What follows belongs to an exercise in optimizing a design on an open flow for small area, a short achievable clock period and few clock cycles per item; a production flow would make more cautious choices.
The RTL was checked by simulation tests, not by an equivalence proof against the original design.
No activity file was given, so power comes from the tool's default toggle rates.

## design/flow/config.mk

```make
export PLATFORM = sky130hd
export DESIGN_NAME = fcu
export DESIGN_NICKNAME = fcu
export VERILOG_FILES = /design/flow/design.v
export SDC_FILE = /design/flow/constraint.sdc
export NUM_CORES = 4
export LEC_CHECK = 0
export CAP_MARGIN = 20
export CORE_MARGIN = 2
export CORE_UTILIZATION = 30
export SLEW_MARGIN = 20
```

## design/flow/constraint.sdc

```tcl
create_clock -name core_clock -period 28.0 [get_ports {clk}]
set_input_delay 5.6000 -clock core_clock [delete_from_list [all_inputs] [get_ports {clk}]]
set_output_delay 5.6000 -clock core_clock [all_outputs]
set_load 0.01 [all_outputs]
```

## design/flow/design.v

```verilog
module fcu_fclose #(
    parameter [63:0] ABS_TOL = 64'h3CB0000000000000    
) (
    input  wire [63:0] a,
    input  wire [63:0] b,
    output wire        close
);
    wire        sa = a[63];
    wire        sb = b[63];
    wire [10:0] ea = a[62:52];
    wire [10:0] eb = b[62:52];
    wire [51:0] fa = a[51:0];
    wire [51:0] fb = b[51:0];
    wire a_expmax = &ea;
    wire b_expmax = &eb;
    wire a_nan    = a_expmax & (|fa);
    wire b_nan    = b_expmax & (|fb);
    wire a_inf    = a_expmax & ~(|fa);
    wire b_inf    = b_expmax & ~(|fb);
    wire        a_ge_b  = (a[62:0] >= b[62:0]);
    wire        eff_sub = (sa == sb);
    wire [10:0] ex = a_ge_b ? ea : eb;
    wire [10:0] ey = a_ge_b ? eb : ea;
    wire [51:0] fx = a_ge_b ? fa : fb;
    wire [51:0] fy = a_ge_b ? fb : fa;
    wire [52:0] mx  = {(ex != 11'd0), fx};
    wire [52:0] my  = {(ey != 11'd0), fy};
    wire [10:0] ex1 = (ex == 11'd0) ? 11'd1 : ex;
    wire [10:0] ey1 = (ey == 11'd0) ? 11'd1 : ey;
    wire [10:0] dexp = ex1 - ey1;
    wire [55:0] my_ext = {my, 3'b000};
    wire [55:0] my_sh;
    wire        sh_sticky;
    wire [5:0]  sh_amt = (dexp > 11'd56) ? 6'd56 : dexp[5:0];
    wire [111:0] sh_full = {my_ext, 56'd0} >> sh_amt;
    assign my_sh     = sh_full[111:56];
    assign sh_sticky = |sh_full[55:0];
    wire [55:0] my_al = {my_sh[55:1], my_sh[0] | sh_sticky};
    wire [56:0] mx_ext = {1'b0, mx, 3'b000};
    wire [56:0] sum    = eff_sub ? (mx_ext - {1'b0, my_al}) : (mx_ext + {1'b0, my_al});
    reg [6:0] lz;
    integer i;
    always @(*) begin
        lz = 7'd56;
        for (i = 0; i < 56; i = i + 1)
            if (sum[i]) lz = 7'd55 - i[6:0];
    end
    wire [11:0] ex1_w   = {1'b0, ex1};
    wire [11:0] lmax    = ex1_w - 12'd1;
    wire [11:0] lsh     = ({5'd0, lz} > lmax) ? lmax : {5'd0, lz};
    reg  [55:0] nm;           
    reg  [11:0] ne;           
    always @(*) begin
        if (sum[56]) begin
            nm = {sum[56:2], sum[1] | sum[0]};
            ne = ex1_w + 12'd1;
        end else begin
            nm = sum[55:0] << lsh[5:0];
            ne = ex1_w - lsh;
        end
    end
    wire        lsb    = nm[3];
    wire        guard  = nm[2];
    wire        rbit   = nm[1];
    wire        sticky = nm[0];
    wire        rup    = guard & (rbit | sticky | lsb);
    wire [53:0] rm     = {1'b0, nm[55:3]} + {53'd0, rup};
    reg  [52:0] fm;           
    reg  [11:0] fe;
    always @(*) begin
        if (rm[53]) begin
            fm = rm[53:1];
            fe = ne + 12'd1;
        end else begin
            fm = rm[52:0];
            fe = ne;
        end
    end
    reg [62:0] mag;
    always @(*) begin
        if (fe >= 12'd2047)
            mag = {11'h7FF, 52'd0};
        else if (!fm[52])
            mag = {11'd0, fm[51:0]};
        else
            mag = {fe[10:0], fm[51:0]};
    end
    wire tol_is_inf = (ABS_TOL[62:0] == {11'h7FF, 52'd0});
    wire any_nan    = a_nan | b_nan;
    wire both_inf   = a_inf & b_inf;
    wire one_inf    = a_inf ^ b_inf;
    assign close = any_nan                ? 1'b0 :
                   both_inf               ? ((sa != sb) & tol_is_inf) :
                   one_inf                ? tol_is_inf :
                   ({1'b0, mag} <= ABS_TOL);
endmodule
module fcu (
    input  wire        clk,
    input  wire        rst,
    input  wire        cmd_valid,
    output wire        cmd_ready,
    input  wire [7:0]  cmd_word,
    input  wire [63:0] cmd_data,
    output reg         rsp_valid,
    output reg  [1:0]  rsp_status,
    output reg  [63:0] rsp_data
);
    localparam [63:0] SIGN_MASK = 64'h8000000000000000;
    localparam [63:0] EXP_MASK  = 64'h7FF0000000000000;
    localparam [63:0] SIGF_MASK = 64'h000FFFFFFFFFFFFF;
    localparam [63:0] ABS_TOL   = 64'h3CB0000000000000;
    localparam [63:0] MAX_ULP   = 64'd4;
    localparam [3:0] OP_LDW   = 4'h1;
    localparam [3:0] OP_CPW   = 4'h2;
    localparam [3:0] OP_SIGN  = 4'h3;
    localparam [3:0] OP_EXPO  = 4'h4;
    localparam [3:0] OP_SIGF  = 4'h5;
    localparam [3:0] OP_BITS  = 4'h6;
    localparam [3:0] OP_FVAL  = 4'h7;
    localparam [3:0] OP_ISNAN = 4'h8;
    localparam [3:0] OP_FCLS  = 4'h9;
    localparam [3:0] OP_UCLS  = 4'hA;
    localparam [3:0] OP_UDIST = 4'hB;
    localparam [3:0] OP_AEQ   = 4'hC;
    localparam [3:0] OP_EQRW  = 4'hD;
    localparam [3:0] OP_EQWR  = 4'hE;
    localparam [1:0] ST_OK     = 2'd0;
    localparam [1:0] ST_ILLEGAL = 2'd1;
    localparam [1:0] ST_UNCONS = 2'd2;
    reg [63:0] x0, x1;
    reg [1:0]  xv;
    assign cmd_ready = 1'b1;
    wire accept = cmd_valid & cmd_ready & ~rst;
    wire [3:0] op  = cmd_word[3:0];
    wire       sel = cmd_word[4];
    wire       illegal = (cmd_word[7:5] != 3'b000) | (op == 4'h0) | (op == 4'hF);
    wire [63:0] xs  = sel ? x1 : x0;       
    wire [63:0] xt  = sel ? x0 : x1;       
    wire        xvs = sel ? xv[1] : xv[0];
    wire        xvt = sel ? xv[0] : xv[1];
    reg rd_s, rd_t;
    always @(*) begin
        rd_s = 1'b0;
        rd_t = 1'b0;
        case (op)
            OP_CPW:                                  rd_t = 1'b1;
            OP_SIGN, OP_EXPO, OP_SIGF, OP_BITS,
            OP_FVAL, OP_ISNAN, OP_EQRW, OP_EQWR:     rd_s = 1'b1;
            OP_FCLS, OP_UCLS, OP_UDIST, OP_AEQ:      begin rd_s = 1'b1; rd_t = 1'b1; end
            default: ;
        endcase
    end
    wire uncons = (rd_s & ~xvs) | (rd_t & ~xvt);
    reg [63:0] opa, opb;
    always @(*) begin
        case (op)
            OP_EQRW: begin opa = cmd_data; opb = xs;       end
            OP_EQWR: begin opa = xs;       opb = cmd_data; end
            default: begin opa = xs;       opb = xt;       end
        endcase
    end
    wire nan_a = (&opa[62:52]) & (|opa[51:0]);
    wire nan_b = (&opb[62:52]) & (|opb[51:0]);
    wire nan_s = (&xs[62:52])  & (|xs[51:0]);
    wire fclose;
    fcu_fclose #(.ABS_TOL(ABS_TOL)) u_fclose (
        .a     (opa),
        .b     (opb),
        .close (fclose)
    );
    wire [63:0] udist     = (opb <= opa) ? (opa - opb) : (opb - opa);
    wire        ulp_close = (udist <= MAX_ULP);
    wire aeq = ~nan_a & ~nan_b &
               (fclose | ((opa[63] == opb[63]) & ulp_close));
    reg [63:0] result;
    always @(*) begin
        case (op)
            OP_SIGN:  result = xs & SIGN_MASK;
            OP_EXPO:  result = xs & EXP_MASK;
            OP_SIGF:  result = xs & SIGF_MASK;
            OP_BITS:  result = xs;
            OP_FVAL:  result = xs;
            OP_ISNAN: result = {63'd0, nan_s};
            OP_FCLS:  result = {63'd0, fclose};
            OP_UCLS:  result = {63'd0, ulp_close};
            OP_UDIST: result = udist;
            OP_AEQ, OP_EQRW, OP_EQWR:
                      result = {63'd0, aeq};
            default:  result = 64'd0;        
        endcase
    end
    wire do_write = accept & ~illegal & ~uncons & ((op == OP_LDW) | (op == OP_CPW));
    wire [63:0] wdata = (op == OP_LDW) ? cmd_data : xt;
    always @(posedge clk) begin
        if (do_write) begin
            if (sel) x1 <= wdata;
            else     x0 <= wdata;
        end
    end
    always @(posedge clk) begin
        if (rst) begin
            xv        <= 2'b00;
            rsp_valid <= 1'b0;
        end else begin
            rsp_valid <= accept;
            if (do_write) xv[sel] <= 1'b1;
        end
    end
    always @(posedge clk) begin
        if (accept) begin
            if (illegal) begin
                rsp_status <= ST_ILLEGAL;
                rsp_data   <= 64'd0;
            end else if (uncons) begin
                rsp_status <= ST_UNCONS;
                rsp_data   <= 64'd0;
            end else begin
                rsp_status <= ST_OK;
                rsp_data   <= result;
            end
        end
    end
endmodule
```

## design/flow/run.sh

```bash
#!/bin/bash
# synth_recipe.tcl (not shown) runs the flow's synth.tcl, then flattens the netlist and writes it again
# the make line also repeats each setting of config.mk as NAME=value (left out here)
make -C /OpenROAD-flow-scripts/flow DESIGN_CONFIG=/design/flow/config.mk WORK_HOME=/design/flow/orfs CLKGATE_MAP_FILE= SYNTH_SCRIPT=/design/flow/synth_recipe.tcl finish
```

==> results.txt <==
-- final cells by class --
class | instances | area [um^2]
diodes | 1 | 2.50
multi-input cells | 5593 | 36900
repair buffers | 675 | 5640
well taps | 2030 | 2540
clock inverters | 15 | 168
fillers | 16400 | 99000
inverters | 325 | 1220
flip-flops and latches | 197 | 5890
clock buffers | 17 | 425
-- kinds of logic (layout without fill, tap and decap cells) --
kind of cell,Yosys count,in the layout,share of synthesized area (%)
simple gates,2380,2381,25.7
fa+ha+maj,304,304,8.36
flops,197,197,12.9
compound gates,2441,2441,35.8
buf+inv,789,1032,7.39
xor+xnor,182,182,3.50
other cells,1,2,0.00820
mux,284,284,6.42
-- worst reg2reg max path, delay by kind of cell (launching register included) --
family                   cells  cell delay (ns)
adder cells (fa/ha/maj)      5             1.69
flip-flops                   1             0.43
XOR/XNOR                     1             0.54
AO/OA/AOI/OAI               34             9.05
AND/OR/NAND/NOR             27             6.76
multiplexers                 3             1.02
buffers and inverters        8             1.52
-- layout by cell type, fill, tap and decap left out, types with 66 or more instances in the layout --
master	count
a21oi_1	580
clkdlybuf4s50_1	139
nor3_1	132
o211ai_1	122
nand4_1	188
and2_1	66
a31oi_1	99
o21ai_0	494
o21bai_1	91
a211oi_1	93
mux2i_1	234
nor4_1	114
ha_1	295
a221oi_1	89
buf_4	514
nor2b_1	70
a21o_1	112
edfxtp_1	194
nand2_1	646
o21a_1	85
nor2_1	575
nand3_1	258
inv_1	316
xnor2_1	141
-- stage by stage --
stage / util, % / hold slack, ns / area, um^2 / TNS, ns / std cells
after floorplan: - / 0.441 / 45700 / 0 / 6578
after global placement: 34.2 / 0.462 / 51800 / -0.181 / 8803
after detailed placement: 34.2 / 0.482 / 51800 / 0 / 8804
after CTS: 34.6 / 0.496 / 52400 / 0 / 8836
after global routing: 34.8 / 0.528 / 52800 / -0.0974 / 8852
final: 34.8 / 0.492 / 52800 / 0 / 8853
-- synthesized netlist by cell type (43+ instances only) --
cell type    n
nand2_1    650
a21oi_1    582
nor2_1     581
o21ai_0    507
inv_1      319
ha_1       300
nand3_1    258
clkbuf_1   247
mux2i_1    236
edfxtp_1   194
nand4_1    188
xnor2_1    142
nor3_1     136
buf_2      126
o211ai_1   122
nor4_1     117
a21o_1     112
a31oi_1    100
a211oi_1    98
a221oi_1    91
o21bai_1    91
o21a_1      85
nor2b_1     71
and2_1      67
o22ai_1     63
nand2b_1    56
a22oi_1     53
and3_1      46
mux2_2      45
o21ai_1     45
o31ai_1     43
-- metal layers --
layer  GRT usage (%)  wire length, um  vias up
li1                -                -    25400
met1            46.9           119000    28500
met2            51.4           119000     3714
met3            6.48            28200      653
met4            15.6            15400       10
met5               0               59        -
-- path summary, 6_finish.rpt --
path                                         start                         to
worst min-delay path            xv[0]$_SDFFE_PP0P_         xv[0]$_SDFFE_PP0P_
worst max-delay path                   cmd_word[3]  rsp_data[0]$_SDFFCE_PP0P_
worst min register to register  xv[0]$_SDFFE_PP0P_         xv[0]$_SDFFE_PP0P_
worst max register to register    x1[19]$_DFFE_PP_  rsp_data[0]$_SDFFCE_PP0P_
-- sequential cells by signal, indices dropped and copies added (netlist names) --
signal and count:
rsp_data 64, rsp_status 2, x0 64, xv 2, rsp_valid 1, x1 64
-- where the power goes --
part | internal (uW) | total [uW] | switching, uW
Clock | 134 | 262 | 128
Combinational | 905 | 2830 | 1920
Sequential | 327 | 328 | 1.36
-- timing repair --
item                                   4_1_cts  5_1_grt
endpoints found under the hold margin        0        0
setup endpoints to repair                    0        1
hold buffers                                 0        0
gates resized for setup                      0       52
setup buffers                                0       15
==> results by group <==
Critical path
  – Data required time of the worst path: 28.24 ns
  – CP Capture Type: flop
  – Worst path depth: 82
  – Startpoint Class: input pin
  – CP max stage delay: 0.76 ns
  – CP top delay family: compound AO/OA/AOI/OAI gates
  – R2r setup slk: 6.78 ns
  – CP Max Fanout: between 70 and 80
  – Sum of buffers and inverters on the critical path: 9
  – R2R cell count: 78
  – Crit Path Class: in -> reg
  – Slowest-stage cell, CP: nor4_1
  – Crit path DAT: 27.22 ns
  – Cell mode on critical path: nand2_1

STA
  – Max Freq: between 30 and 40 MHz
  – Count of endpoints failing hold in the final timing report: 0
  – Slew headroom: 14.3%
  – Worst-Margin Slew: between 1 and 1.5 ns
  – Tcrit/Tclk final: 96.4%
  – Fin Clk Skew: 0.0184 ns
  – Setup WS post-layout: 1.02 ns
  – Crit path time final: 26.98 ns
  – Final setup viols: 0
  – Pins Over Slew Limit: 0

Die
  – I/O pin count: roughly 140
  – Initial core utilization: 30.1%
  – Die W: 394 um
  – Row count: 143
  – Area of the core: 152000 um^2
  – Die height: 394 um
  – Die Area: ~160000 um^2

Place
  – Gp weighted congestion: roughly 1.1
  – DP Wirelength: 230000 um
  – DP Worst Slack: roughly 0.079 ns
  – Port buffer count: 141

Routing
  – Residual DRC: 0
  – Via density: 6.57
  – Drt total wl: roughly 280000 um
  – Vias post-DR: 58.2k
  – Drt initial violations: about 8.4k
  – TritonRoute pass-1 iters: 9
  – WL per Instance: 31.8 um
  – Post-DRT Antenna Nets: 0

Power
  – Power Density: 64.8 nW/um^2
  – Maximum VDD drop: 0.0455 mV
  – Total power: around 3400 uW
  – Pleak: between 0.02 and 0.025 uW

Logic synthesis
  – Share of the synthesized area in the top cell type: 12.7%
  – Warnings, synthesis: 2
  – Synthesized flop and latch total: 197
  – Area contributors post-synth: edfxtp_1, ha_1, a21oi_1, o21ai_0, nand2_1
  – Synth Area per Inst: 6.95 um^2
  – Synth Net Count: 6956
  – Post-synthesis sequential area ratio: between 10% and 20%
  – Async set or reset register ratio after synthesis: 0%
  – Synthesized cell area: 45700 um^2
  – Dominant cell type by area after synthesis: edfxtp_1
  – Post-synth EDFFs: slightly below 200
  – Ys flop type: edfxtp_1
  – Syn Inst Count: approximately 6.6k
  – Synth cell types: 131

Run status
  – Status: no timing/DRC/antenna violations

Clock tree
  – CTS HTree Levels: 4
  – Num CTS Buffers: 17
  – CTS tree: yes
  – CTS Sinks: 197
  – Max clock buf depth: 2
  – Worst-Skew Late Latency: approximately 0.48 ns
  – Clk root buf: clkbuf_16
  – CTS clk-pin slew, worst paths: roughly 0.08 ns

GRT
  – First-pass GRT wire length: 395000 um
  – Initial antenna violation count: 6
  – Largest net degree at the start of global routing: 157
  – Vias in the first global route: 53.0k
  – Global-route usage over all layers: approximately a third
  – Total gr overflow: 0

Hold path
  – Hold Crit Depth: 2
  – Worst hold path type: reg -> reg

Final layout
  – Layout area overhead: 15.4%
  – Nets: 7187
  – Share of cells above drive strength 1: 11.9%

Job
  – Max_cap viols: 0
Testbench counts, summed over its fixed seeds: cycles 32,008, items 32,000.

==> static timing again, ports no longer ideal <==
In the flow no input, the clock included, has a driving cell. The finished layout below was timed again as built, in two steps. Step 1: set_driving_cell puts a clkbuf_16 on clk and a buf_2 on each other input, an assumption about the parent block. Step 2, shift: input delay + t, output delay - t, t = (earliest + latest rising clock arrival at the registers) / 2. This alone moves slack from input paths to output paths. Slacks: ideal / step 1 / step 2; pairs: ideal / step 1.
t (ns): 0.530
setup slack, ns: 1.021 / 1.053 / 0.523
worst setup path at the end: input to register
worst register clock-pin slew, ns: 0.09 / 0.09
pins driven straight from the clock port: 1
After both steps this run still meets setup and hold. For this run, drivers alone change the setup slack by +0.032 ns; drivers and shift together by -0.498 ns.
